What follows belongs to an exercise in optimizing a design on an open flow for a short achievable clock period; a production flow would make more cautious choices. In this exercise RTL edits were held to simulation tests only and were not proved equivalent to the original. Power figures rest on the tool's default switching activity, not on a simulated workload.

==> flow/design.v (outline; a module is shown in full before it is edited, if it fits) <==
// module s6afb_ks_pg: 10 lines
// module s6afb_ks_a: 11 lines
// module s6afb_ks_o: 11 lines
// module s6afb_ks_inv: 9 lines
// module s6afb_sub32: 239 lines
// module s6afb_hit: 11 lines
// module s6afb_rx: 155 lines
// module s6afb_tx: 63 lines
// module s6afb_win: 32 lines
// module s6afb_wd: 37 lines
// module s6afb: 96 lines
module s6afb (
    input  wire        clk,
    input  wire [31:0] tick,
    input  wire        init_stb,
    input  wire [3:0]  init_tag,
    input  wire        rx_stb,
    input  wire [3:0]  rx_tag,
    input  wire [7:0]  rx_data,
    input  wire        issue_stb,
    input  wire [7:0]  issue_reg,
    input  wire [15:0] issue_val,
    input  wire        drive_stb,
    input  wire        wd_stb,
    output wire        issue_busy,
    output reg         rx_arm,
    output wire        tx_stb,
    output wire [39:0] tx_data,
    output wire [15:0] acc_x,
    output wire [15:0] acc_y,
    output wire [15:0] acc_z,
    output wire [15:0] gyro_x,
    output wire [15:0] gyro_y,
    output wire [15:0] gyro_z,
    output wire [15:0] angle_x,
    output wire [15:0] angle_y,
    output wire [15:0] angle_z,
    output wire [15:0] mag_x,
    output wire [15:0] mag_y,
    output wire [15:0] mag_z,
    output wire [15:0] temp,
    output wire [15:0] volt,
    output wire [15:0] version,
    output wire [31:0] last_frame_ts,
    output wire [31:0] angle_period,
    output wire [87:0] echo
);
  // ...
==> flow/flow/run.sh <==
#!/bin/bash
# The standard layout with two changes:
#  - the slow OR/AND cells (or2..or4, and3, and4 in all their forms) are added
#    to the platform's don't-use list, so mapping and repair build those
#    functions from NAND/NOR/AOI cells;
#  - the port buffers are plain buffers (buf_4) instead of the smallest
#    buffer of the library.
set -euo pipefail
PLATFORM_DONT_USE=$(sed -n '/^export DONT_USE_CELLS/,/^#/p' "$FLOW_HOME/platforms/$FLOW_PLATFORM/config.mk" \
  | grep -o 'sky130_fd_sc_hd__[a-z0-9_]*' | tr '\n' ' ')
EXTRA_DONT_USE=$(cat flow/dont_use.txt)
bash standard.sh \
  "DONT_USE_CELLS=$PLATFORM_DONT_USE $EXTRA_DONT_USE" \
  "BUFFER_PORTS_ARGS=-buffer_cell sky130_fd_sc_hd__buf_4" \
  finish > standard.log 2>&1
==> flow/flow/dont_use.txt <==
sky130_fd_sc_hd__or3_1 sky130_fd_sc_hd__or3_2 sky130_fd_sc_hd__or3_4 sky130_fd_sc_hd__or3b_1 sky130_fd_sc_hd__or3b_2 sky130_fd_sc_hd__or3b_4 sky130_fd_sc_hd__or4_1 sky130_fd_sc_hd__or4_2 sky130_fd_sc_hd__or4_4 sky130_fd_sc_hd__or4b_1 sky130_fd_sc_hd__or4b_2 sky130_fd_sc_hd__or4b_4 sky130_fd_sc_hd__or4bb_1 sky130_fd_sc_hd__or4bb_2 sky130_fd_sc_hd__or4bb_4 sky130_fd_sc_hd__a2111o_1 sky130_fd_sc_hd__a2111o_2 sky130_fd_sc_hd__a2111o_4 sky130_fd_sc_hd__a2111oi_0 sky130_fd_sc_hd__a2111oi_1 sky130_fd_sc_hd__a2111oi_2 sky130_fd_sc_hd__a2111oi_4 sky130_fd_sc_hd__a41o_1 sky130_fd_sc_hd__a41o_2 sky130_fd_sc_hd__a41o_4 sky130_fd_sc_hd__a41oi_1 sky130_fd_sc_hd__a41oi_2 sky130_fd_sc_hd__a41oi_4 sky130_fd_sc_hd__nor4_1 sky130_fd_sc_hd__nor4_2 sky130_fd_sc_hd__nor4_4 sky130_fd_sc_hd__nor4b_1 sky130_fd_sc_hd__nor4b_2 sky130_fd_sc_hd__nor4b_4 sky130_fd_sc_hd__nor4bb_1 sky130_fd_sc_hd__nor4bb_2 sky130_fd_sc_hd__nor4bb_4 sky130_fd_sc_hd__o2111a_1 sky130_fd_sc_hd__o2111a_2 sky130_fd_sc_hd__o2111a_4 sky130_fd_sc_hd__o2111ai_1 sky130_fd_sc_hd__o2111ai_2 sky130_fd_sc_hd__o2111ai_4 sky130_fd_sc_hd__o41a_1 sky130_fd_sc_hd__o41a_2 sky130_fd_sc_hd__o41a_4 sky130_fd_sc_hd__o41ai_1 sky130_fd_sc_hd__o41ai_2 sky130_fd_sc_hd__o41ai_4 
==> flow/standard.sh <==
#!/bin/bash
# synth_recipe.tcl (not shown) runs the flow's synth.tcl, then flattens the netlist and writes it again
# the make line also repeats each setting of config.mk as NAME=value (left out here)
make -C /OpenROAD-flow-scripts/flow DESIGN_CONFIG=/design/flow/config.mk WORK_HOME=/design/flow/orfs CLKGATE_MAP_FILE= SYNTH_SCRIPT=/design/flow/synth_recipe.tcl "${@:-finish}"
==> flow/config.mk <==
export PLATFORM = sky130hd
export DESIGN_NAME = s6afb
export DESIGN_NICKNAME = s6afb
export VERILOG_FILES = /design/flow/design.v
export SDC_FILE = /design/flow/constraint.sdc
export NUM_CORES = 4
export LEC_CHECK = 0
export CAP_MARGIN = 20
export CORE_MARGIN = 2
export CORE_UTILIZATION = 60
export SETUP_SLACK_MARGIN = 4.2
export SLEW_MARGIN = 20
export SYNTH_HIERARCHICAL = 1
export SYNTH_MINIMUM_KEEP_SIZE = 0
export TNS_END_PERCENT = 100
==> flow/constraint.sdc <==
create_clock -name core_clock -period 6.5 [get_ports {clk}]
set_input_delay 1.3000 -clock core_clock [delete_from_list [all_inputs] [get_ports {clk}]]
set_output_delay 1.3000 -clock core_clock [all_outputs]
set_load 0.01 [all_outputs]
==> impl_results.md, run 1 <==
- Total power: 14.0 mW
- Gate power share: 10.3%
- DR vias: 35,500
- Worst r2r src: u_tx.st_us$_SDFFE_PP0P_
- Initial antenna violation count: 0
- Routed vias/inst: 5.86
- Met2 WL: 72.6 mm
- Hold-fix buffers, CTS: 0
- Setup CP Type: register to register
- CP cell instances: buf_12, buf_6, mux2_4, xnor2_2, nand4_1, nor3_4, and3_4, a32oi_1, a21oi_4, inv_2, nand2_2, a21oi_1, nor2_1
- Top sig layer: met4
- CP max-delay cell: dfxtp_4
- Clock Skew: 32.1 ps
- Worst hold path class: register to register
- Layout cells sized above 1: 41.8%
- Final Hold Viols: 0
- Post-DP HPWL: 76.5 mm
- CP peak stage delay: 410 ps
- Die height: 278 um
- Status: finished clean
- Gpl congestion: 0.860
- CTS clk-pin slew, worst paths: 60 ps
- DR WL met3: 9.67 mm
- Residual DRC: 0
- Max FO, Critical Path: 5
- Switching power: 3.41 mW
- Comb_multi_in: 2,924
- Most common cell after layout, fill and taps aside: nor2_1
- Max_cap viols: 0
- Core Util, Final: 84.1%
- Slew Viols, Final: 0
==> inputs of run 2 (changes only) <==
--- a/flow/config.mk
+++ b/flow/config.mk
@@ -7,7 +7,7 @@
 export LEC_CHECK = 0
 export CAP_MARGIN = 20
 export CORE_MARGIN = 2
-export CORE_UTILIZATION = 60
+export CORE_UTILIZATION = 40
 export SETUP_SLACK_MARGIN = 4.2
 export SLEW_MARGIN = 20
 export SYNTH_HIERARCHICAL = 1
==> run 2 against run 1 <==
  * Still clean
  * Design area is 0.59% lower
  * Via count shrank 5.6%
  * Clock power is 6.5% higher
  * Die area grew 49%
  * Critical path depth down 2
  * Synthesized cell count did not move
  * Clock-buffer cell count increased by 12
  * Clock skew increased by 48 ps
  * Largest power group unchanged
  * Highest routed layer unchanged
==> impl_results.md, run 2 <==
- Post-route ant nets: 0 (unchanged)
- Fmax: 388 MHz (was 359 MHz)
- Placement Cell Area: 51,200 um2 (was 50,500 um2)
- Period utilisation layout: 39.6% (was 42.9%)
- Root Driver: clkbuf_16 (unchanged)
- CTS buffer count: 105 (was 101)
- Setup violations, final: 0 (unchanged)
- Synth Area per Inst: 10.6 um2 (unchanged)
- Post-route insts no fill: 6,524 (was 6,068)
- Placeable Area: 112,000 um2 (was 74,400 um2)
- Drt total wl: 137 mm (was 145 mm)
- GRT busiest layer: met2 (unchanged)
- CP max-delay cell: dfxtp_4 (unchanged)
- Most flops, register: u_rx.echo (unchanged)
- CTS sink cnt: 989 (unchanged)
- Layout cells sized above 1: 40.0% (was 41.8%)
- CP cell instances: buf_12, buf_12, mux2_4, xnor2_2, nand4_1, nor3_4, and3_4, a32oi_2, a21oi_4, nor2b_2, a221o_1 (was buf_12, buf_6, mux2_4, xnor2_2, nand4_1, nor3_4, and3_4, a32oi_1, a21oi_4, inv_2, nand2_2, a21oi_1, nor2_1)
- Flop2flop setup slack: 3930 ps (was 3710 ps)
- Final setup TNS: 0 ps (unchanged)
- Largest net degree at the start of global routing: 143 (was 168)
- Leak: 23.0 nW (was 23.6 nW)
- Met1 GRT Util: 29.4% (was 43.4%)
- Crit path time final: 2570 ps (was 2790 ps)
- Gpl congestion: 0.800 (was 0.860)
- Hold-fix buffers, CTS: 0 (unchanged)
- Max FO, Critical Path: 7 (was 5)
- Buffers & Inverters on Critical Path: 2 (was 3)
- Worst r2r src: u_tx.st_us$_SDFFE_PP0P_ (unchanged)
- Worst-Margin Slew: 1150 ps (was 1130 ps)
- Met2 Resource Use GR: 38.6% (was 58.7%)
- Die height: 340 um (was 278 um)
- R2R cell count: 11 (was 13)
- I/O pin count: 513 (unchanged)
- Cell family with most CP delay: simple AND/OR/NAND/NOR gates (unchanged)
- Max reg flops: 81 (unchanged)
- Fin nets: 5,021 (was 5,102)
- Mapped cell area: 45,000 um2 (unchanged)
- Router iterations before antenna repair: 5 (was 7)
- CTS max path bufs: 3 (unchanged)
- Most frequent cells in the layout: nor2_1 (472), buf_6 (464), xnor2_1 (412) (was nor2_1 (474), buf_6 (451), dfxtp_2 (407))
- Cells after Synth: 4,235 (unchanged)
- Most frequent CP cell: buf_12
- Post-DP HPWL: 78.3 mm (was 76.5 mm)
- CP peak stage delay: 380 ps (was 410 ps)
- Worst hold path class: register to register (unchanged)
- Met3 Use GR: 3.44% (was 4.89%)
- Chip width: 340 um (was 278 um)
- First-pass GRT wire length: 203 mm (was 205 mm)
- FF-to-FF End: u_tx.st_idle$_SDFF_PP1_ (was u_tx.st_us$_SDFFE_PP0P_)
- Initial Util: 40.2% (was 60.5%)
- Startpoint types: register (unchanged)
- Total track usage: 22.5% (was 34.0%)
- Total power: 14.3 mW (was 14.0 mW)
- Critical path depth: 11 (was 13)
- Average wire per standard cell: 20.9 um (was 24.0 um)
- Routed vias/inst: 5.14 (was 5.86)
- Area Growth Syn to Fin: 38.2% (was 39.1%)
- Post-Place Cells: 6,068 (was 5,538)
- CTS clk-pin slew, worst paths: 60 ps (about the same)
- Slew Viols, Final: 0 (unchanged)
- Clock Skew: 80.0 ps (was 32.1 ps)
- Max_cap viols: 0 (unchanged)
- Worst setup path end: u_tx.st_idle$_SDFF_PP1_ (was u_tx.st_us$_SDFFE_PP0P_)
- Most common cell after layout, fill and taps aside: nor2_1 (unchanged)
- Worst slew margin: 22.9% (was 24.7%)
- Worst path required time: 7090 ps (about the same)
- Vias in the first global route: 32,700 (was 34,400)
- Unrepaired setup endpoints after global routing: yes (unchanged)
- Setup CP Type: register to register (unchanged)
- DR iter-0 viols: 2,181 (was 2,982)
- Final Hold Viols: 0 (unchanged)
- Residual DRC: 0 (unchanged)
- Synth warn: 11 (unchanged)
- Worst Path Arrival: 3160 ps (was 3380 ps)
- Crit end category: register (unchanged)
- WHS: 423 ps (was 422 ps)
- Die ar.: 115,000 um2 (was 77,300 um2)
- H-tree levels: 3 (unchanged)
- FP Rows: 123 (was 100)
- Total gr overflow: 0 (unchanged)
- Post-route cell area: 62,300 um2 (was 62,600 um2)
- PwrDens: 230 nW/um2 (was 224 nW/um2)
- Clock latency (worst-skew pair): 720 ps (was 680 ps)
- Port Buffers: 492 (unchanged)
- Critical Path Source: u_tx.st_us$_SDFFE_PP0P_ (unchanged)
- CTS tree: yes (unchanged)
- DR vias: 33,600 (was 35,500)
- Initial antenna violation count: 1 (was 0)
- Status: finished clean (unchanged)
- Worst VDD drop: 241 uV (was 274 uV)
[run 2: worst register-to-register path: cells and delay by family, from the launching register on]
kind	cells	cell delay (ps)
multiplexers	1	320
AND/OR/NAND/NOR	4	770
buffers and inverters	2	290
flip-flops	1	380
AO/OA/AOI/OAI	3	540
XOR/XNOR	1	140
[run 2: area by class of cell]
class | count | area [um2]
timing repair buffer | 780 | 9060
clock inverter | 40 | 527
multi-input combinational | 2924 | 22800
sequential | 989 | 24300
tap | 1500 | 1880
clock buffer | 160 | 3140
inverter | 128 | 552
fill | 9598 | 49800
antenna | 1 | 2.50
timing repair inverter | 2 | 17.5
[run 2: worst min-delay path by stage]
stage,cells past startpoint,from,slack (ps),endpoint
finish,1,u_tx.cmd[21]$_DFFE_PP_,420,u_tx.tx_data[21]$_SDFF_PP1_
global route,1,u_tx.cmd[5]$_DFFE_PP_,440,u_tx.tx_data[5]$_SDFF_PP1_
floorplan,1,u_tx.cmd[0]$_DFFE_PP_,400,u_tx.tx_data[0]$_SDFF_PP1_
detailed placement,1,u_tx.cmd[19]$_DFFE_PP_,410,u_tx.tx_data[19]$_SDFF_PP1_
global placement,1,u_tx.cmd[4]$_DFFE_PP_,410,u_tx.tx_data[4]$_SDFF_PP1_
CTS,1,u_tx.cmd[21]$_DFFE_PP_,430,u_tx.tx_data[21]$_SDFF_PP1_
[run 2: layer usage]
layer  up-vias  part of all wire (%)
li1      15900                     -
met1     16600                    43
met3       177                   5.2
met2       865                    50
met4         0                   2.3
met5         -                     0
[run 2: where the power goes]
group / leakage, nW / internal [mW] / switching, mW
combinational: 12.4 / 0.584 / 0.828
clock: 1.79 / 3.68 / 2.57
sequential: 8.84 / 6.63 / 0.0546
[run 2: per-stage QoR]
stage	util [%]	worst slack (ps)
after floorplan	-	3780
after global placement	45.7	2760
after detailed placement	45.7	2710
after CTS	53.9	3920
after global routing	55.6	3810
final	55.6	3930
[run 2: timing repair]
action	in CTS	in global routing
setup endpoints to repair	917	809
pin swaps	187	137
setup buffers	149	85
cloned	14	7
gates resized for setup	1217	210
==> module s6afb_rx, before the edit <==
module s6afb_rx (
    input  wire        clk,
    input  wire        init,         
    input  wire        rx_stb,
    input  wire [3:0]  rx_tag,
    input  wire [3:0]  cfg_tag,
    input  wire [7:0]  rx_data,
    input  wire [31:0] tick,
    input  wire        wd_restart,   
    output wire        rx_take,      
    output wire        frame_valid,
    output reg  [15:0] acc_x,
    output reg  [15:0] acc_y,
    output reg  [15:0] acc_z,
    output reg  [15:0] gyro_x,
    output reg  [15:0] gyro_y,
    output reg  [15:0] gyro_z,
    output reg  [15:0] angle_x,
    output reg  [15:0] angle_y,
    output reg  [15:0] angle_z,
    output reg  [15:0] mag_x,
    output reg  [15:0] mag_y,
    output reg  [15:0] mag_z,
    output reg  [15:0] temp,
    output reg  [15:0] volt,
    output reg  [15:0] version,
    output reg  [31:0] last_frame_ts,
    output reg  [31:0] angle_period,
    output reg  [87:0] echo           
);
    localparam [7:0] SYNC       = 8'h55;
    localparam [7:0] TYPE_ACC   = 8'h51;
    localparam [7:0] TYPE_GYRO  = 8'h52;
    localparam [7:0] TYPE_ANGLE = 8'h53;
    localparam [7:0] TYPE_MAG   = 8'h54;
    localparam [7:0] TYPE_ECHO  = 8'h5F;
    reg [10:0] cur;
    reg        abandon;
    wire [10:0] pos = abandon ? 11'd1 : cur;
    reg [7:0]  b1, b2, b3, b4, b5, b6, b7, b8, b9;
    reg [7:0]  csum;
    reg [31:0] ats_a, ats_b;
    reg        ats_sel;
    wire [31:0] angle_ts   = ats_sel ? ats_b : ats_a;
    wire [31:0] angle_ts_n = ats_sel ? ~ats_b : ~ats_a;
    assign rx_take = rx_stb && (rx_tag == cfg_tag);
    wire   accept  = rx_take && !(pos[0] && (rx_data != SYNC));
    wire arm_any   = pos[10];
    wire arm_acc   = pos[10] && (b1 == TYPE_ACC);
    wire arm_gyro  = pos[10] && (b1 == TYPE_GYRO);
    wire arm_angle = pos[10] && (b1 == TYPE_ANGLE);
    wire arm_mag   = pos[10] && (b1 == TYPE_MAG);
    wire arm_temp  = pos[10] && ((b1 == TYPE_ACC) || (b1 == TYPE_MAG));
    wire arm_echo  = pos[10] && (b1 == TYPE_ECHO);
    localparam N_HIT = 25;
    wire [N_HIT-1:0] arm = {{6{arm_echo}}, {3{arm_mag}}, {6{arm_angle}},
                            {4{arm_gyro}}, arm_temp, {3{arm_acc}}, {2{arm_any}}};
    wire [N_HIT-1:0] hit;
    genvar h;
    generate
        for (h = 0; h < N_HIT; h = h + 1) begin : g_hit
            s6afb_hit u_hit (
                .rx_stb  (rx_stb),
                .rx_tag  (rx_tag),
                .cfg_tag (cfg_tag),
                .rx_data (rx_data),
                .csum    (csum),
                .arm     (arm[h]),
                .hit     (hit[h])
            );
        end
    endgenerate
    assign frame_valid = hit[0];
    wire [15:0] f0 = {b3, b2};
    wire [15:0] f1 = {b5, b4};
    wire [15:0] f2 = {b7, b6};
    wire [15:0] f3 = {b9, b8};
    wire [87:0] frame = {SYNC, b1, b2, b3, b4, b5, b6, b7, b8, b9, rx_data};
    wire [31:0] period;
    s6afb_sub32 u_period (.a(tick), .b(angle_ts), .nb(angle_ts_n), .d(period));
    integer k;
    always @(posedge clk) begin
        if (pos[1]) b1 <= rx_data;
        if (pos[2]) b2 <= rx_data;
        if (pos[3]) b3 <= rx_data;
        if (pos[4]) b4 <= rx_data;
        if (pos[5]) b5 <= rx_data;
        if (pos[6]) b6 <= rx_data;
        if (pos[7]) b7 <= rx_data;
        if (pos[8]) b8 <= rx_data;
        if (pos[9]) b9 <= rx_data;
        if (accept)
            csum <= (pos[0] ? 8'd0 : csum) + rx_data;
        if (ats_sel)
            ats_a <= tick;
        else
            ats_b <= tick;
        if (init)
            cur <= 11'd1;
        else if (accept)
            cur <= {pos[9:0], pos[10]};
        else
            cur <= pos;
        abandon <= !init && wd_restart;
        if (init) begin
            ats_a         <= 32'd0;
            ats_sel       <= 1'b0;
            acc_x         <= 16'd0;
            acc_y         <= 16'd0;
            acc_z         <= 16'd0;
            gyro_x        <= 16'd0;
            gyro_y        <= 16'd0;
            gyro_z        <= 16'd0;
            angle_x       <= 16'd0;
            angle_y       <= 16'd0;
            angle_z       <= 16'd0;
            mag_x         <= 16'd0;
            mag_y         <= 16'd0;
            mag_z         <= 16'd0;
            temp          <= 16'd0;
            volt          <= 16'd0;
            version       <= 16'd0;
            last_frame_ts <= 32'd0;
            angle_period  <= 32'd0;
            echo          <= 88'd0;
        end else begin
            if (hit[0]) last_frame_ts[15:0]  <= tick[15:0];
            if (hit[1]) last_frame_ts[31:16] <= tick[31:16];
            if (hit[2]) acc_x <= f0;
            if (hit[3]) acc_y <= f1;
            if (hit[4]) acc_z <= f2;
            if (hit[5]) temp  <= f3;
            if (hit[6]) gyro_x <= f0;
            if (hit[7]) gyro_y <= f1;
            if (hit[8]) gyro_z <= f2;
            if (hit[9]) volt   <= f3;
            if (hit[10]) angle_x <= f0;
            if (hit[11]) angle_y <= f1;
            if (hit[12]) angle_z <= f2;
            if (hit[13]) begin
                version <= f3;
                ats_sel <= !ats_sel;
            end
            if (hit[14]) angle_period[15:0]  <= period[15:0];
            if (hit[15]) angle_period[31:16] <= period[31:16];
            if (hit[16]) mag_x <= f0;
            if (hit[17]) mag_y <= f1;
            if (hit[18]) mag_z <= f2;
            for (k = 0; k < 5; k = k + 1)
                if (hit[19 + k])
                    echo[k*15 +: 15] <= frame[k*15 +: 15];
            if (hit[24]) echo[87:75] <= frame[87:75];
        end
    end
endmodule
==> module s6afb_tx, before the edit <==
module s6afb_tx (
    input  wire        clk,
    input  wire        init,
    input  wire        issue_stb,
    input  wire [7:0]  issue_reg,
    input  wire [15:0] issue_val,
    input  wire        drive_stb,
    input  wire [31:0] tick,
    output reg         issue_busy,   
    output reg         tx_stb,       
    output reg  [39:0] tx_data       
);
    localparam [39:0] UNLOCK_FRAME = 40'hFF_AA_69_88_B5;
    function [64:0] pack(input [31:0] t, input [6:0] k);
        pack = {t[31:7], t[31:7] + 25'd1, t[6:0], {1'b0, t[6:0]} + {1'b0, k}};
    endfunction
    reg st_idle, st_up, st_us, st_cs;
    reg [23:0] cmd;        
    reg [64:0] ts_unlock;  
    reg [64:0] ts_cmd;     
    wire early;
    s6afb_win u_w_gap (.now(tick), .ts(st_us ? ts_unlock : ts_cmd), .win(early));
    wire gap_done = !early;
    wire [64:0] p9 = pack(tick, 7'd9);
    always @(posedge clk) begin
        if (st_idle)
            cmd <= {issue_reg, issue_val[7:0], issue_val[15:8]};
        if (st_up)
            ts_unlock <= p9;
        if (st_us)
            ts_cmd <= p9;
        tx_data <= st_up ? UNLOCK_FRAME : {16'hFF_AA, cmd};
        if (init) begin
            st_idle    <= 1'b1;
            st_up      <= 1'b0;
            st_us      <= 1'b0;
            st_cs      <= 1'b0;
            issue_busy <= 1'b0;
            tx_stb     <= 1'b0;
        end else begin
            issue_busy <= issue_stb && !st_idle;
            tx_stb     <= drive_stb && (st_up || (st_us && gap_done));
            if (issue_stb && st_idle) begin
                st_idle <= 1'b0;
                st_up   <= 1'b1;
            end
            if (drive_stb) begin
                if (st_up) begin
                    st_up <= 1'b0;
                    st_us <= 1'b1;
                end
                if (st_us && gap_done) begin
                    st_us <= 1'b0;
                    st_cs <= 1'b1;
                end
                if (st_cs && gap_done) begin
                    st_cs   <= 1'b0;
                    st_idle <= 1'b1;
                end
            end
        end
    end
endmodule
==> module s6afb_wd, before the edit <==
module s6afb_wd (
    input  wire        clk,
    input  wire        init,
    input  wire        wd_stb,
    input  wire [31:0] tick,
    input  wire        frame_valid,    
    output wire        restart
);
    function [64:0] pack(input [31:0] t, input [6:0] k);
        pack = {t[31:7], t[31:7] + 25'd1, t[6:0], {1'b0, t[6:0]} + {1'b0, k}};
    endfunction
    localparam [64:0] PACK0_100 = {25'd0, 25'd1, 7'd0, 8'd100};
    localparam [64:0] PACK0_99  = {25'd0, 25'd1, 7'd0, 8'd99};
    reg [64:0] lf_a, lf_b, rs_a, rs_b;
    reg        lf_sel, rs_sel;    
    wire fresh_frame, fresh_restart;
    s6afb_win u_w_frame   (.now(tick), .ts(lf_sel ? lf_b : lf_a), .win(fresh_frame));
    s6afb_win u_w_restart (.now(tick), .ts(rs_sel ? rs_b : rs_a), .win(fresh_restart));
    assign restart = wd_stb && !fresh_frame && !fresh_restart;
    wire [64:0] p100 = pack(tick, 7'd100);
    wire [64:0] p99  = pack(tick, 7'd99);
    always @(posedge clk) begin
        if (init) begin
            lf_a   <= PACK0_100;
            rs_a   <= PACK0_99;
            lf_sel <= 1'b0;
            rs_sel <= 1'b0;
        end else begin
            if (lf_sel) lf_a <= p100;
            if (rs_sel) rs_a <= p99;
            if (frame_valid) lf_sel <= !lf_sel;
            if (restart)     rs_sel <= !rs_sel;
        end
        if (!lf_sel) lf_b <= p100;
        if (!rs_sel) rs_b <= p99;
    end
endmodule
==> module s6afb, before the edit <==
module s6afb (
    input  wire        clk,
    input  wire [31:0] tick,
    input  wire        init_stb,
    input  wire [3:0]  init_tag,
    input  wire        rx_stb,
    input  wire [3:0]  rx_tag,
    input  wire [7:0]  rx_data,
    input  wire        issue_stb,
    input  wire [7:0]  issue_reg,
    input  wire [15:0] issue_val,
    input  wire        drive_stb,
    input  wire        wd_stb,
    output wire        issue_busy,
    output reg         rx_arm,
    output wire        tx_stb,
    output wire [39:0] tx_data,
    output wire [15:0] acc_x,
    output wire [15:0] acc_y,
    output wire [15:0] acc_z,
    output wire [15:0] gyro_x,
    output wire [15:0] gyro_y,
    output wire [15:0] gyro_z,
    output wire [15:0] angle_x,
    output wire [15:0] angle_y,
    output wire [15:0] angle_z,
    output wire [15:0] mag_x,
    output wire [15:0] mag_y,
    output wire [15:0] mag_z,
    output wire [15:0] temp,
    output wire [15:0] volt,
    output wire [15:0] version,
    output wire [31:0] last_frame_ts,
    output wire [31:0] angle_period,
    output wire [87:0] echo
);
    reg  [3:0] cfg_tag;
    wire       rx_take;
    wire       wd_restart;
    wire       frame_valid;
    always @(posedge clk) begin
        if (init_stb)
            cfg_tag <= init_tag;
        rx_arm <= init_stb || rx_take || wd_restart;
    end
    s6afb_rx u_rx (
        .clk           (clk),
        .init          (init_stb),
        .rx_stb        (rx_stb),
        .rx_tag        (rx_tag),
        .cfg_tag       (cfg_tag),
        .rx_data       (rx_data),
        .tick          (tick),
        .wd_restart    (wd_restart),
        .rx_take       (rx_take),
        .frame_valid   (frame_valid),
        .acc_x         (acc_x),
        .acc_y         (acc_y),
        .acc_z         (acc_z),
        .gyro_x        (gyro_x),
        .gyro_y        (gyro_y),
        .gyro_z        (gyro_z),
        .angle_x       (angle_x),
        .angle_y       (angle_y),
        .angle_z       (angle_z),
        .mag_x         (mag_x),
        .mag_y         (mag_y),
        .mag_z         (mag_z),
        .temp          (temp),
        .volt          (volt),
        .version       (version),
        .last_frame_ts (last_frame_ts),
        .angle_period  (angle_period),
        .echo          (echo)
    );
    s6afb_tx u_tx (
        .clk        (clk),
        .init       (init_stb),
        .issue_stb  (issue_stb),
        .issue_reg  (issue_reg),
        .issue_val  (issue_val),
        .drive_stb  (drive_stb),
        .tick       (tick),
        .issue_busy (issue_busy),
        .tx_stb     (tx_stb),
        .tx_data    (tx_data)
    );
    s6afb_wd u_wd (
        .clk           (clk),
        .init          (init_stb),
        .wd_stb        (wd_stb),
        .tick          (tick),
        .frame_valid   (frame_valid),
        .restart       (wd_restart)
    );
endmodule
==> inputs of run 3 (changes only) <==
--- a/flow/design.v
+++ b/flow/design.v
@@ -297,6 +297,7 @@
     input  wire [3:0]  cfg_tag,
     input  wire [7:0]  rx_data,
     input  wire [31:0] tick,
+    input  wire [31:0] tl_tick,      
     input  wire        wd_restart,   
     output wire        rx_take,      
     output wire        frame_valid,
@@ -330,10 +331,9 @@
     wire [10:0] pos = abandon ? 11'd1 : cur;
     reg [7:0]  b1, b2, b3, b4, b5, b6, b7, b8, b9;
     reg [7:0]  csum;
-    reg [31:0] ats_a, ats_b;
-    reg        ats_sel;
-    wire [31:0] angle_ts   = ats_sel ? ats_b : ats_a;
-    wire [31:0] angle_ts_n = ats_sel ? ~ats_b : ~ats_a;
+    reg [31:0] angle_ts;
+    reg        ats_new;
+    wire [31:0] angle_ts_n = ~angle_ts;
     assign rx_take = rx_stb && (rx_tag == cfg_tag);
     wire   accept  = rx_take && !(pos[0] && (rx_data != SYNC));
     wire arm_any   = pos[10];
@@ -382,10 +382,6 @@
         if (pos[9]) b9 <= rx_data;
         if (accept)
             csum <= (pos[0] ? 8'd0 : csum) + rx_data;
-        if (ats_sel)
-            ats_a <= tick;
-        else
-            ats_b <= tick;
         if (init)
             cur <= 11'd1;
         else if (accept)
@@ -394,8 +390,8 @@
             cur <= pos;
         abandon <= !init && wd_restart;
         if (init) begin
-            ats_a         <= 32'd0;
-            ats_sel       <= 1'b0;
+            angle_ts      <= 32'd0;
+            ats_new       <= 1'b0;
             acc_x         <= 16'd0;
             acc_y         <= 16'd0;
             acc_z         <= 16'd0;
@@ -415,6 +411,8 @@
             angle_period  <= 32'd0;
             echo          <= 88'd0;
         end else begin
+            if (ats_new) angle_ts <= tl_tick;
+            ats_new <= hit[13];
             if (hit[0]) last_frame_ts[15:0]  <= tick[15:0];
             if (hit[1]) last_frame_ts[31:16] <= tick[31:16];
             if (hit[2]) acc_x <= f0;
@@ -428,10 +426,7 @@
             if (hit[10]) angle_x <= f0;
             if (hit[11]) angle_y <= f1;
             if (hit[12]) angle_z <= f2;
-            if (hit[13]) begin
-                version <= f3;
-                ats_sel <= !ats_sel;
-            end
+            if (hit[13]) version <= f3;
             if (hit[14]) angle_period[15:0]  <= period[15:0];
             if (hit[15]) angle_period[31:16] <= period[31:16];
             if (hit[16]) mag_x <= f0;
@@ -452,29 +447,26 @@
     input  wire [15:0] issue_val,
     input  wire        drive_stb,
     input  wire [31:0] tick,
+    input  wire [64:0] tl_9,         
     output reg         issue_busy,   
     output reg         tx_stb,       
     output reg  [39:0] tx_data       
 );
     localparam [39:0] UNLOCK_FRAME = 40'hFF_AA_69_88_B5;
-    function [64:0] pack(input [31:0] t, input [6:0] k);
-        pack = {t[31:7], t[31:7] + 25'd1, t[6:0], {1'b0, t[6:0]} + {1'b0, k}};
-    endfunction
     reg st_idle, st_up, st_us, st_cs;
     reg [23:0] cmd;        
-    reg [64:0] ts_unlock;  
-    reg [64:0] ts_cmd;     
-    wire early;
-    s6afb_win u_w_gap (.now(tick), .ts(st_us ? ts_unlock : ts_cmd), .win(early));
-    wire gap_done = !early;
-    wire [64:0] p9 = pack(tick, 7'd9);
+    reg [64:0] tx_ts;      
+    reg        tx_new;     
+    wire win_new, win_old;
+    s6afb_win u_w_new (.now(tick), .ts(tl_9),  .win(win_new));
+    s6afb_win u_w_old (.now(tick), .ts(tx_ts), .win(win_old));
+    wire gap_done = !(tx_new ? win_new : win_old);
+    wire send     = drive_stb && (st_up || (st_us && gap_done));
     always @(posedge clk) begin
         if (st_idle)
             cmd <= {issue_reg, issue_val[7:0], issue_val[15:8]};
-        if (st_up)
-            ts_unlock <= p9;
-        if (st_us)
-            ts_cmd <= p9;
+        if (tx_new)
+            tx_ts <= tl_9;
         tx_data <= st_up ? UNLOCK_FRAME : {16'hFF_AA, cmd};
         if (init) begin
             st_idle    <= 1'b1;
@@ -483,9 +475,11 @@
             st_cs      <= 1'b0;
             issue_busy <= 1'b0;
             tx_stb     <= 1'b0;
+            tx_new     <= 1'b0;
         end else begin
+            tx_new     <= send;
             issue_busy <= issue_stb && !st_idle;
-            tx_stb     <= drive_stb && (st_up || (st_us && gap_done));
+            tx_stb     <= send;
             if (issue_stb && st_idle) begin
                 st_idle <= 1'b0;
                 st_up   <= 1'b1;
@@ -545,35 +539,34 @@
     input  wire        wd_stb,
     input  wire [31:0] tick,
     input  wire        frame_valid,    
+    input  wire [64:0] tl_100,         
+    input  wire [64:0] tl_99,          
     output wire        restart
 );
-    function [64:0] pack(input [31:0] t, input [6:0] k);
-        pack = {t[31:7], t[31:7] + 25'd1, t[6:0], {1'b0, t[6:0]} + {1'b0, k}};
-    endfunction
     localparam [64:0] PACK0_100 = {25'd0, 25'd1, 7'd0, 8'd100};
     localparam [64:0] PACK0_99  = {25'd0, 25'd1, 7'd0, 8'd99};
-    reg [64:0] lf_a, lf_b, rs_a, rs_b;
-    reg        lf_sel, rs_sel;    
-    wire fresh_frame, fresh_restart;
-    s6afb_win u_w_frame   (.now(tick), .ts(lf_sel ? lf_b : lf_a), .win(fresh_frame));
-    s6afb_win u_w_restart (.now(tick), .ts(rs_sel ? rs_b : rs_a), .win(fresh_restart));
+    reg [64:0] lf, rs;           
+    reg        lf_new, rs_new;   
+    wire lf_win_new, lf_win_old, rs_win_new, rs_win_old;
+    s6afb_win u_w_lf_new (.now(tick), .ts(tl_100), .win(lf_win_new));
+    s6afb_win u_w_lf_old (.now(tick), .ts(lf),     .win(lf_win_old));
+    s6afb_win u_w_rs_new (.now(tick), .ts(tl_99),  .win(rs_win_new));
+    s6afb_win u_w_rs_old (.now(tick), .ts(rs),     .win(rs_win_old));
+    wire fresh_frame   = lf_new ? lf_win_new : lf_win_old;
+    wire fresh_restart = rs_new ? rs_win_new : rs_win_old;
     assign restart = wd_stb && !fresh_frame && !fresh_restart;
-    wire [64:0] p100 = pack(tick, 7'd100);
-    wire [64:0] p99  = pack(tick, 7'd99);
     always @(posedge clk) begin
         if (init) begin
-            lf_a   <= PACK0_100;
-            rs_a   <= PACK0_99;
-            lf_sel <= 1'b0;
-            rs_sel <= 1'b0;
+            lf     <= PACK0_100;
+            rs     <= PACK0_99;
+            lf_new <= 1'b0;
+            rs_new <= 1'b0;
         end else begin
-            if (lf_sel) lf_a <= p100;
-            if (rs_sel) rs_a <= p99;
-            if (frame_valid) lf_sel <= !lf_sel;
-            if (restart)     rs_sel <= !rs_sel;
+            if (lf_new) lf <= tl_100;
+            if (rs_new) rs <= tl_99;
+            lf_new <= frame_valid;
+            rs_new <= restart;
         end
-        if (!lf_sel) lf_b <= p100;
-        if (!rs_sel) rs_b <= p99;
     end
 endmodule
 module s6afb (
@@ -616,6 +609,21 @@
     wire       rx_take;
     wire       wd_restart;
     wire       frame_valid;
+    reg [24:0] tl_hi, tl_hi1;
+    reg [6:0]  tl_lo;
+    reg [7:0]  tl_k100, tl_k99, tl_k9;
+    always @(posedge clk) begin
+        tl_hi   <= tick[31:7];
+        tl_hi1  <= tick[31:7] + 25'd1;
+        tl_lo   <= tick[6:0];
+        tl_k100 <= {1'b0, tick[6:0]} + 8'd100;
+        tl_k99  <= {1'b0, tick[6:0]} + 8'd99;
+        tl_k9   <= {1'b0, tick[6:0]} + 8'd9;
+    end
+    wire [31:0] tl_tick = {tl_hi, tl_lo};
+    wire [64:0] tl_100  = {tl_hi, tl_hi1, tl_lo, tl_k100};
+    wire [64:0] tl_99   = {tl_hi, tl_hi1, tl_lo, tl_k99};
+    wire [64:0] tl_9    = {tl_hi, tl_hi1, tl_lo, tl_k9};
     always @(posedge clk) begin
         if (init_stb)
             cfg_tag <= init_tag;
@@ -629,6 +637,7 @@
         .cfg_tag       (cfg_tag),
         .rx_data       (rx_data),
         .tick          (tick),
+        .tl_tick       (tl_tick),
         .wd_restart    (wd_restart),
         .rx_take       (rx_take),
         .frame_valid   (frame_valid),
@@ -659,6 +668,7 @@
         .issue_val  (issue_val),
         .drive_stb  (drive_stb),
         .tick       (tick),
+        .tl_9       (tl_9),
         .issue_busy (issue_busy),
         .tx_stb     (tx_stb),
         .tx_data    (tx_data)
@@ -669,6 +679,8 @@
         .wd_stb        (wd_stb),
         .tick          (tick),
         .frame_valid   (frame_valid),
+        .tl_100        (tl_100),
+        .tl_99         (tl_99),
         .restart       (wd_restart)
     );
 endmodule
--- a/flow/config.mk
+++ b/flow/config.mk
@@ -8,7 +8,7 @@
 export CAP_MARGIN = 20
 export CORE_MARGIN = 2
 export CORE_UTILIZATION = 40
-export SETUP_SLACK_MARGIN = 4.2
+export SETUP_SLACK_MARGIN = 4.5
 export SLEW_MARGIN = 20
 export SYNTH_HIERARCHICAL = 1
 export SYNTH_MINIMUM_KEEP_SIZE = 0
==> run 3 against run 2 <==
  * Synthesized cell count fell by 10%
  * First-iteration DRC count rose by 2.8%
  * Die area fell by 12%
  * Power fell by 16%
  * Utilization rose by 2.6 points
  * Sequential power fell by 17%
  * Critical path depth fell by 1
==> impl_results.md, run 3 <==
- Router iterations before antenna repair: 5 (unchanged)
- R2R cell count: 11 (unchanged)
- Area Growth Syn to Fin: 43.8% (was 38.2%)
- Total gr overflow: 0 (unchanged)
- Total track usage: 25.0% (was 22.5%)
- Chip width: 319 um (was 340 um)
- Unrepaired setup endpoints after global routing: yes (unchanged)
- Placeable Area: 98,400 um2 (was 112,000 um2)
- Clock Skew: 47.9 ps (was 80.0 ps)
- Leak: 21.0 nW (was 23.0 nW)
- Max reg flops: 81 (unchanged)
- Pre-CTS setup slack: 2740 ps (was 2710 ps)
- Max FO, Critical Path: 15 (was 7)
- CTS max path bufs: 3 (unchanged)
- Slew Viols, Final: 0 (unchanged)
- Worst-Margin Slew: 966 ps (was 1150 ps)
- Worst hold path class: register to register (unchanged)
- Largest net degree at the start of global routing: 148 (was 143)
- Hold Path End: u_tx.tx_data[16]$_SDFF_PP1_ (was u_tx.tx_data[21]$_SDFF_PP1_)
- Port Buffers: 492 (unchanged)
- CTS clk-pin slew, worst paths: 60 ps (about the same)
- Crit end category: register (unchanged)
- Die ar.: 102,000 um2 (was 115,000 um2)
- Most common cell after layout, fill and taps aside: nor2_1 (unchanged)
- Initial Util: 40.4% (was 40.2%)
- Worst Path Arrival: 3120 ps (was 3160 ps)
- Gpl congestion: 0.817 (was 0.800)
- Routed vias/inst: 5.20 (was 5.14)
- Vias in the first global route: 29,700 (was 32,700)
- H-tree levels: 3 (unchanged)
- DR vias: 30,900 (was 33,600)
- Initial antenna violation count: 5 (was 1)
- DR iter-0 viols: 2,242 (was 2,181)
- Post-route ant nets: 0 (unchanged)
- Status: finished clean (unchanged)
- Hold-fix buffers, CTS: 0 (unchanged)
- Layout cells sized above 1: 41.3% (was 40.0%)
- Root Driver: clkbuf_16 (unchanged)
- Worst r2r src: u_rx.b1[5]$_DFFE_PP_ (was u_tx.st_us$_SDFFE_PP0P_)
- Worst slew margin: 35.5% (was 22.9%)
- Worst path required time: 7100 ps (was 7090 ps)
- Drt total wl: 134 mm (was 137 mm)
- Most flops, register: u_rx.echo (unchanged)
- Mapped cell area: 39,800 um2 (was 45,000 um2)
- Setup violations, final: 0 (unchanged)
- Setup CP Type: primary input to register (was register to register)
- Max_cap viols: 0 (unchanged)
- Fin nets: 4,676 (was 5,021)
- Final Hold Viols: 0 (unchanged)
- Hold path depth: 1 (unchanged)
- Cells after Synth: 3,810 (was 4,235)
- Most frequent cells in the layout: nor2_1 (580), xnor2_1 (538), mux2i_1 (524) (was nor2_1 (472), buf_6 (464), xnor2_1 (412))
- Hold Path Origin: u_tx.cmd[16]$_DFFE_PP_ (was u_tx.cmd[21]$_DFFE_PP_)
- Post-DP HPWL: 77.5 mm (was 78.3 mm)
- CTS tree: yes (unchanged)
- I/O pin count: 513 (unchanged)
- Fmax: 397 MHz (was 388 MHz)
- Critical Path Source: tick[4] (was u_tx.st_us$_SDFFE_PP0P_)
- CTS sink cnt: 844 (was 989)
- Crit path time final: 2520 ps (was 2570 ps)
- Clock latency (worst-skew pair): 700 ps (was 720 ps)
- Worst VDD drop: 210 uV (was 241 uV)
- PwrDens: 210 nW/um2 (was 230 nW/um2)
- CTS buffer count: 91 (was 105)
- FF-to-FF End: u_rx.volt[7]$_SDFFE_PP0P_ (was u_tx.st_idle$_SDFF_PP1_)
- Post-route setup slack: 3980 ps (was 3930 ps)
- Synth warn: 11 (unchanged)
- Synth Area per Inst: 10.4 um2 (was 10.6 um2)
- Die height: 319 um (was 340 um)
- Startpoint types: primary input (was register)
- Period utilisation layout: 38.8% (was 39.6%)
- Residual DRC: 0 (unchanged)
- Average wire per standard cell: 22.5 um (was 20.9 um)
- Flop2flop setup slack: 4100 ps (was 3930 ps)
- First-pass GRT wire length: 195 mm (was 203 mm)
- FP Rows: 115 (was 123)
- Final setup TNS: 0 ps (unchanged)
## run 3: worst max-delay path by stage
stage                                              end  slack, ps
after global placement    u_rx.version[7]$_SDFFE_PP0P_       2780
after detailed placement   u_rx.acc_y[11]$_SDFFE_PP0P_       2740
after floorplan                 u_rx.csum[6]$_DFFE_PP_       3800
after global routing              u_rx.abandon$_DFF_P_       3960
after CTS                                     echo[82]       3980
final                             u_rx.abandon$_DFF_P_       3980
## run 3: critical path, stage by stage
cell and delay, ps:
buf_16 140, nand2b_1 120, o21ai_0 110, a221oi_2 300, o21ai_4 110, a32oi_1 160
a21oi_1 60, mux2_4 290, nor3b_4 340, nor2b_1 160
## run 3: final cells by class
cell class,count,area (um2)
diodes,4,10.0
clock buffers,137,2660
clock inverters,34,275
fillers,8145,41200
inverters,129,514
multi-input cells,2688,22400
flip-flops and latches,844,19200
well taps,1287,1610
repair buffers,831,10500
## run 3: power breakdown
group	switching (mW)	internal (mW)	leakage, nW
logic	0.708	0.662	12.3
clock network	2.22	2.89	1.45
registers	0.112	5.44	7.25
## run 3: repair_timing
action                                  CTS  global route
pin swaps                               194           121
setup endpoints to repair               841           840
cloned                                   45             7
endpoints found under the hold margin     0             0
gates resized for setup                1296           151
buffers inserted                        186            72
## run 3: stage by stage
stage               util (%)  cell area, um2  hold WS [ps]  instances  power (mW)
finish                  58.1           57200           422       5954        12.0
global route            58.1           57200           431       5953        12.5
CTS                     56.6           55700           423       5871        12.1
detailed placement      46.4           45700           410       5469        6.71
global placement        46.4           45700           406       5469        6.70
floorplan                  -           41600           404       3827        6.34
## run 3: per-layer routing
layer	vias up	wire [um]	global-route usage, %
met3	215	8370	4.48
li1	14500	-	-
met1	15200	58800	33.7
met5	-	0	0
met4	0	4030	7.31
met2	1008	62700	40.9
==> inputs of run 4 (changes only) <==
--- a/flow/config.mk
+++ b/flow/config.mk
@@ -8,7 +8,7 @@
 export CAP_MARGIN = 20
 export CORE_MARGIN = 2
 export CORE_UTILIZATION = 40
-export SETUP_SLACK_MARGIN = 4.5
+export SETUP_SLACK_MARGIN = 4.2
 export SLEW_MARGIN = 20
 export SYNTH_HIERARCHICAL = 1
 export SYNTH_MINIMUM_KEEP_SIZE = 0
==> run 4 against run 3 <==
  * First-iteration DRC count shrank 11%
  * Design area shrank 2.4%
  * Via count shrank 2.3%
  * Hold slack gained 0.71 ps
  * Critical path type unchanged
  * Still clean
==> impl_results.md, run 4 <==
- Die height: 319 um (unchanged)
- Worst hold path class: register to register (unchanged)
- Routed vias/inst: 5.14 (was 5.20)
- Most flops, register: u_rx.echo (unchanged)
- Final Hold Viols: 0 (unchanged)
- Drt total wl: 126 mm (was 134 mm)
- Worst-Margin Slew: 1100 ps (was 966 ps)
- Area Growth Syn to Fin: 40.4% (was 43.8%)
- Worst VDD drop: 179 uV (was 210 uV)
- FP Rows: 115 (unchanged)
- Fin nets: 4,602 (was 4,676)
- Max reg flops: 81 (unchanged)
- Layout cells sized above 1: 39.7% (was 41.3%)
- Die ar.: 102,000 um2 (unchanged)
- DR vias: 30,200 (was 30,900)
- Clock latency (worst-skew pair): 680 ps (was 700 ps)
- Initial antenna violation count: 1 (was 5)
- Unrepaired setup endpoints after global routing: yes (unchanged)
- CTS max path bufs: 3 (unchanged)
- Total track usage: 23.5% (was 25.0%)
- Fmax: 395 MHz (was 397 MHz)
- Placeable Area: 98,400 um2 (unchanged)
- Period utilisation layout: 39.0% (was 38.8%)
- Fillers: 8,281 (was 8,145)
- Port Buffers: 492 (unchanged)
- Chip width: 319 um (unchanged)
- Status: finished clean (unchanged)
- First-pass GRT wire length: 186 mm (was 195 mm)
- Worst slew margin: 26.4% (was 35.5%)
- Mapped cell area: 39,800 um2 (unchanged)
- Most frequent cells in the layout: nor2_1 (584), xnor2_1 (537), mux2i_1 (534) (was nor2_1 (580), xnor2_1 (538), mux2i_1 (524))
- Post-route setup slack: 3970 ps (was 3980 ps)
- H-tree levels: 3 (unchanged)
- Core Util, Final: 56.8% (was 58.1%)
- Final setup TNS: 0 ps (unchanged)
- Leak: 20.4 nW (was 21.0 nW)
- Startpoint types: primary input (unchanged)
- Crit path time final: 2530 ps (was 2520 ps)
- Initial Util: 40.4% (unchanged)
- Router iterations before antenna repair: 5 (unchanged)
- Average wire per standard cell: 21.4 um (was 22.5 um)
- Synth warn: 11 (unchanged)
- Synth Area per Inst: 10.4 um2 (unchanged)
- Post-route cell area: 55,900 um2 (was 57,200 um2)
- CTS tree: yes (unchanged)
- Largest net degree at the start of global routing: 142 (was 148)
- Hold-fix buffers, CTS: 0 (unchanged)
- I/O pin count: 513 (unchanged)
- Total area of sequential cells: 19,200 um2 (about the same)
- Pre-CTS setup slack: 2680 ps (was 2740 ps)
- Max FO, Critical Path: 19 (was 15)
- Vias in the first global route: 28,900 (was 29,700)
- Max_cap viols: 0 (unchanged)
- Post-route ant nets: 0 (unchanged)
- PwrDens: 218 nW/um2 (was 210 nW/um2)
- Slew Viols, Final: 0 (unchanged)
- CTS buffer count: 93 (was 91)
- Worst Path Arrival: 3120 ps (about the same)
- Post-DP HPWL: 77.3 mm (was 77.5 mm)
- Worst path required time: 7090 ps (was 7100 ps)
- Clock Skew: 30.5 ps (was 47.9 ps)
- Gpl congestion: 0.838 (was 0.817)
- Cells after Synth: 3,810 (unchanged)
- Placement Cell Area: 45,600 um2 (was 45,700 um2)
- Root Driver: clkbuf_16 (unchanged)
- Multi-input logic area: 22,300 um2 (was 22,400 um2)
- CTS clk-pin slew, worst paths: 60 ps (about the same)
- Most common cell after layout, fill and taps aside: nor2_1 (unchanged)
- Hold path depth: 1 (unchanged)
- Crit end category: register (unchanged)
- CTS sink cnt: 844 (unchanged)
- DR iter-0 viols: 1,998 (was 2,242)
- R2R cell count: 8 (was 11)
- Residual DRC: 0 (unchanged)
- Total gr overflow: 0 (unchanged)
- Setup violations, final: 0 (unchanged)
- Setup CP Type: primary input to register (unchanged)
## run 4: area by class of cell
type                       instances  area share [%]
antenna                            1         0.00448
clock inverter                    28           0.535
timing repair buffer             755            16.4
tap                             1287            2.88
inverter                         129           0.912
sequential                       844            34.4
clock buffer                     145            4.95
multi-input combinational       2688            39.9
## run 4: final timing paths
path | from | to | slack [ps]
max | tick[23] | u_rx.abandon$_DFF_P_ | 3970
min | u_tx.cmd[4]$_DFFE_PP_ | u_tx.tx_data[4]$_SDFF_PP1_ | 420
max reg2reg | tl_lo[2]$_DFF_P_ | u_rx.abandon$_DFF_P_ | 4110
min reg2reg | u_tx.cmd[4]$_DFFE_PP_ | u_tx.tx_data[4]$_SDFF_PP1_ | 420
## run 4: routing by layer
metal | vias up | wire [um] | GRT usage (%)
li1 | 14300 | - | -
met1 | 14900 | 57400 | 32.4
met2 | 813 | 59500 | 38.7
met3 | 140 | 6800 | 3.84
met4 | 0 | 2350 | 5.34
met5 | - | 0 | 0
## run 4: per-stage QoR
step	total power, mW	std cells	hold slack (ps)
after global placement	6.70	5468	406
final	12.2	5877	422
after CTS	12.2	5802	424
after floorplan	6.33	3827	404
after detailed placement	6.71	5468	411
after global routing	12.6	5877	440
## run 4: report_power, final
part | leakage (nW) | switching [mW] | total, mW | internal [mW]
combinational | 11.7 | 0.695 | 1.33 | 0.630
clock | 1.50 | 2.19 | 5.28 | 3.09
sequential | 7.25 | 0.116 | 5.55 | 5.44
total | 20.4 | 3.01 | 12.2 | 9.16
## run 4: worst max-delay path, stage by stage
cell and delay, ps:
buf_12 150, xnor2_1 140, nand4_1 200, nor2_1 80
and3_4 180, a32oi_1 190, a21oi_2 50, mux2_4 290
nor3b_4 320, nor2b_1 180
## run 4: repair_timing
action | CTS | global route
cloned | 19 | 6
pin swaps | 108 | 140
gates resized for setup | 1151 | 211
endpoints found under the setup margin | 834 | 707
buffers inserted | 142 | 68
==> inputs of run 5 (changes only) <==
--- a/flow/config.mk
+++ b/flow/config.mk
@@ -7,7 +7,7 @@
 export LEC_CHECK = 0
 export CAP_MARGIN = 20
 export CORE_MARGIN = 2
-export CORE_UTILIZATION = 40
+export CORE_UTILIZATION = 30
 export SETUP_SLACK_MARGIN = 4.2
 export SLEW_MARGIN = 20
 export SYNTH_HIERARCHICAL = 1
==> run 5 against run 4 <==
  * Sequential share of layout area decreased by 0.051 points
  * Die area grew 33%
  * Maximum frequency shrank 3.7%
  * Design area grew 0.29%
  * Sequential power barely moved
  * Clock power up 3%
  * First-iteration DRC count is 11% higher
  * Final cell count rose by 7.6%
  * Sequential cell count unchanged
  * Power grew 0.79%
  * Largest power group unchanged
==> impl_results.md, run 5 <==
- Drt total wl: 136 mm (was 126 mm)
- Initial Util: 30.3% (was 40.4%)
- Leak: 20.2 nW (was 20.4 nW)
- Placeable Area: 131,000 um2 (was 98,400 um2)
- Mapped cell area: 39,800 um2 (unchanged)
- Gate power share: 10.5% (was 10.9%)
- Worst Path Arrival: 3210 ps (was 3120 ps)
- Clock Skew: 40.2 ps (was 30.5 ps)
- Average wire per standard cell: 21.5 um (was 21.4 um)
- Total power: 12.3 mW (was 12.2 mW)
- CP cell instances: buf_16, xnor2_2, nand4b_1, a211oi_2, and3_4, nand3_4, a21oi_4, mux2i_4, buf_12, buf_6, a311o_1 (was buf_12, xnor2_1, nand4_1, nor2_1, and3_4, a32oi_1, a21oi_2, mux2_4, nor3b_4, nor2b_1)
- Synth Area per Inst: 10.4 um2 (unchanged)
- Total gr overflow: 0 (unchanged)
- CTS sink cnt: 844 (unchanged)
- Port Buffers: 492 (unchanged)
- Chip width: 368 um (was 319 um)
- Worst hold path class: register to register (unchanged)
- CTS clk-pin slew, worst paths: 60 ps (about the same)
- PwrDens: 219 nW/um2 (was 218 nW/um2)
- Crit path time final: 2630 ps (was 2530 ps)
- Vias in the first global route: 29,300 (was 28,900)
- Router iterations before antenna repair: 5 (unchanged)
- Worst VDD drop: 195 uV (was 179 uV)
- Worst slew margin: 25.3% (was 26.4%)
- Worst path required time: 7080 ps (was 7090 ps)
- CTS max path bufs: 3 (unchanged)
- Status: finished clean (unchanged)
- Crit end category: register (unchanged)
- Synth warn: 11 (unchanged)
- FP Rows: 133 (was 115)
- Total track usage: 18.9% (was 23.5%)
- Fin nets: 4,581 (was 4,602)
- Final setup TNS: 0 ps (unchanged)
- Area Growth Syn to Fin: 40.8% (was 40.4%)
- Setup CP Type: primary input to register (unchanged)
- Max_cap viols: 0 (unchanged)
- Switching power: 3.09 mW (was 3.01 mW)
- Max FO, Critical Path: 5 (was 19)
- H-tree levels: 3 (unchanged)
- DR vias: 30,300 (was 30,200)
- Worst-Margin Slew: 1120 ps (was 1100 ps)
- Startpoint types: primary input (unchanged)
- Sequential power share: 45.3% (was 45.7%)
- CP peak stage delay: 300 ps (was 320 ps)
- Clock Power Share: 44.2% (was 43.5%)
- Setup violations, final: 0 (unchanged)
- Fmax: 380 MHz (was 395 MHz)
- CTS tree: yes (unchanged)
- Most flops, register: u_rx.echo (unchanged)
- Max reg flops: 81 (unchanged)
- Cells after Synth: 3,810 (unchanged)
- Period utilisation layout: 40.5% (was 39.0%)
- CTS buffer count: 94 (was 93)
- DR iter-0 viols: 2,212 (was 1,998)
- Most common cell after layout, fill and taps aside: nor2_1 (unchanged)
- I/O pin count: 513 (unchanged)
- Unrepaired setup endpoints after global routing: yes (unchanged)
- Cell family with most CP delay: compound AO/OA/AOI/OAI gates (was simple AND/OR/NAND/NOR gates)
- Clock latency (worst-skew pair): 710 ps (was 680 ps)
- Sw frac: 25.2% (was 24.7%)
- Routed vias/inst: 4.80 (was 5.14)
- CP max-delay cell: and3_4 (was nor3b_4)
- Root Driver: clkbuf_16 (unchanged)
- Post-route ant nets: 0 (unchanged)
- Layout cells sized above 1: 39.3% (was 39.7%)
- Die height: 368 um (was 319 um)
- Slew Viols, Final: 0 (unchanged)
- Die ar.: 136,000 um2 (was 102,000 um2)
- Buffers & Inverters on Critical Path: 3 (was 1)
- Pint: 9.17 mW (was 9.16 mW)
- Most frequent cells in the layout: nor2_1 (581), xnor2_1 (548), mux2i_1 (530) (was nor2_1 (584), xnor2_1 (537), mux2i_1 (534))
- Post-DP HPWL: 85.2 mm (was 77.3 mm)
- First-pass GRT wire length: 196 mm (was 186 mm)
- Residual DRC: 0 (unchanged)
- Initial antenna violation count: 2 (was 1)
- Largest net degree at the start of global routing: 142 (unchanged)
- Gpl congestion: 0.860 (was 0.838)
- Final Hold Viols: 0 (unchanged)
==> run 5: final cells by class <==
type,instances,area (um2)
fill,12300,75400
multi-input combinational,2688,22200
sequential,844,19200
timing repair buffer,733,8800
clock buffer,140,2790
tap,1755,2200
inverter,129,514
clock inverter,34,334
antenna,1,2.50
==> run 5: path summary, 6_finish.rpt <==
kind	endpoint	start	depth (start not counted)	slack, ps
worst max-delay path	u_tx.st_idle$_SDFF_PP1_	tick[19]	11	3870
worst max register to register	u_tx.st_idle$_SDFF_PP1_	tl_hi[20]$_DFF_P_	10	3920
worst min-delay path	u_tx.tx_data[16]$_SDFF_PP1_	u_tx.cmd[16]$_DFFE_PP_	1	420
worst min register to register	u_tx.tx_data[16]$_SDFF_PP1_	u_tx.cmd[16]$_DFFE_PP_	1	420
==> run 5: what timing repair did <==
action                     in CTS  in global routing
hold endpoints to repair        0                  0
setup buffers                 122                 58
gates cloned                   12                 14
pin swaps                      60                157
hold buffers                    0                  0
setup endpoints to repair     835                812
gates resized for setup      1139                219
==> run 5: worst reg2reg max path, cell delays in order, from the launching register on <==
cell      delay (ps)
dfxtp_1          670
xnor2_2          170
nand4b_1         150
a211oi_2         260
and3_4           300
nand3_4           90
a21oi_4          220
mux2i_4          110
buf_12           150
buf_6            110
a311o_1          250
==> run 5: per-layer routing <==
metal  part of all wire [%]  track usage, %  routed length [um]  vias to the layer above
met1                     45            25.8               61300                    15000
met5                      0               0                   0                        -
li1                       -               -                   -                    14300
met3                    5.7            3.24                7690                      190
met4                    2.8            5.94                3770                        0
met2                     46            30.2               63000                      869
==> run 5: power by group through the flow <==
stage | clock [mW] | sequential (mW) | combinational (mW)
floorplan | 0 | 5.65 | 0.683
global placement | 0 | 5.66 | 1.06
detailed placement | 0 | 5.67 | 1.07
CTS | 5.54 | 5.55 | 1.23
global route | 5.76 | 5.56 | 1.38
finish | 5.42 | 5.55 | 1.29
==> run 5: stage by stage <==
stage | hold WS [ps] | std cells | cell area (um2) | setup WS [ps] | utilization (%)
global route | 439 | 6324 | 56000 | 3890 | 42.6
finish | 420 | 6324 | 56000 | 3870 | 42.6
CTS | 423 | 6251 | 54200 | 3890 | 41.2
floorplan | 404 | 3827 | 41500 | 3800 | -
detailed placement | 409 | 5943 | 46200 | 2690 | 35.2
global placement | 408 | 5943 | 46200 | 2680 | 35.2

## what the ideal ports hide
How much do the figures lean on ideal ports? The routed layouts below were timed once more, with nothing changed but the port constraints.
Step 1 assumes that a clkbuf_16 drives the clock port and a buf_2 every other input.
Step 2 also shifts input and output timing later by t, the mid clock arrival at the registers, as if the neighbouring blocks saw the same clock.
a / b / c = no drivers / after step 1 / after step 2; a / b = the first two.
run	t (ns)	setup slack, ns	hold slack, ns	pins driven straight from the clock port
run 1	0.731	3.714 / 3.714 / 3.213	0.422 / 0.422 / 0.422	1
run 2	0.762	3.926 / 3.892 / 3.227	0.423 / 0.423 / 0.423	1
run 3	0.750	3.978 / 3.852 / 3.102	0.422 / 0.422 / 0.422	1
run 4	0.738	3.966 / 3.809 / 3.071	0.422 / 0.422 / 0.422	1
run 5	0.756	3.868 / 3.697 / 2.941	0.420 / 0.420 / 0.420	1
After both steps every run listed still meets setup and hold. For run 5, which loses most, drivers alone change the setup slack by -0.171 ns; drivers and shift together by -0.927 ns.
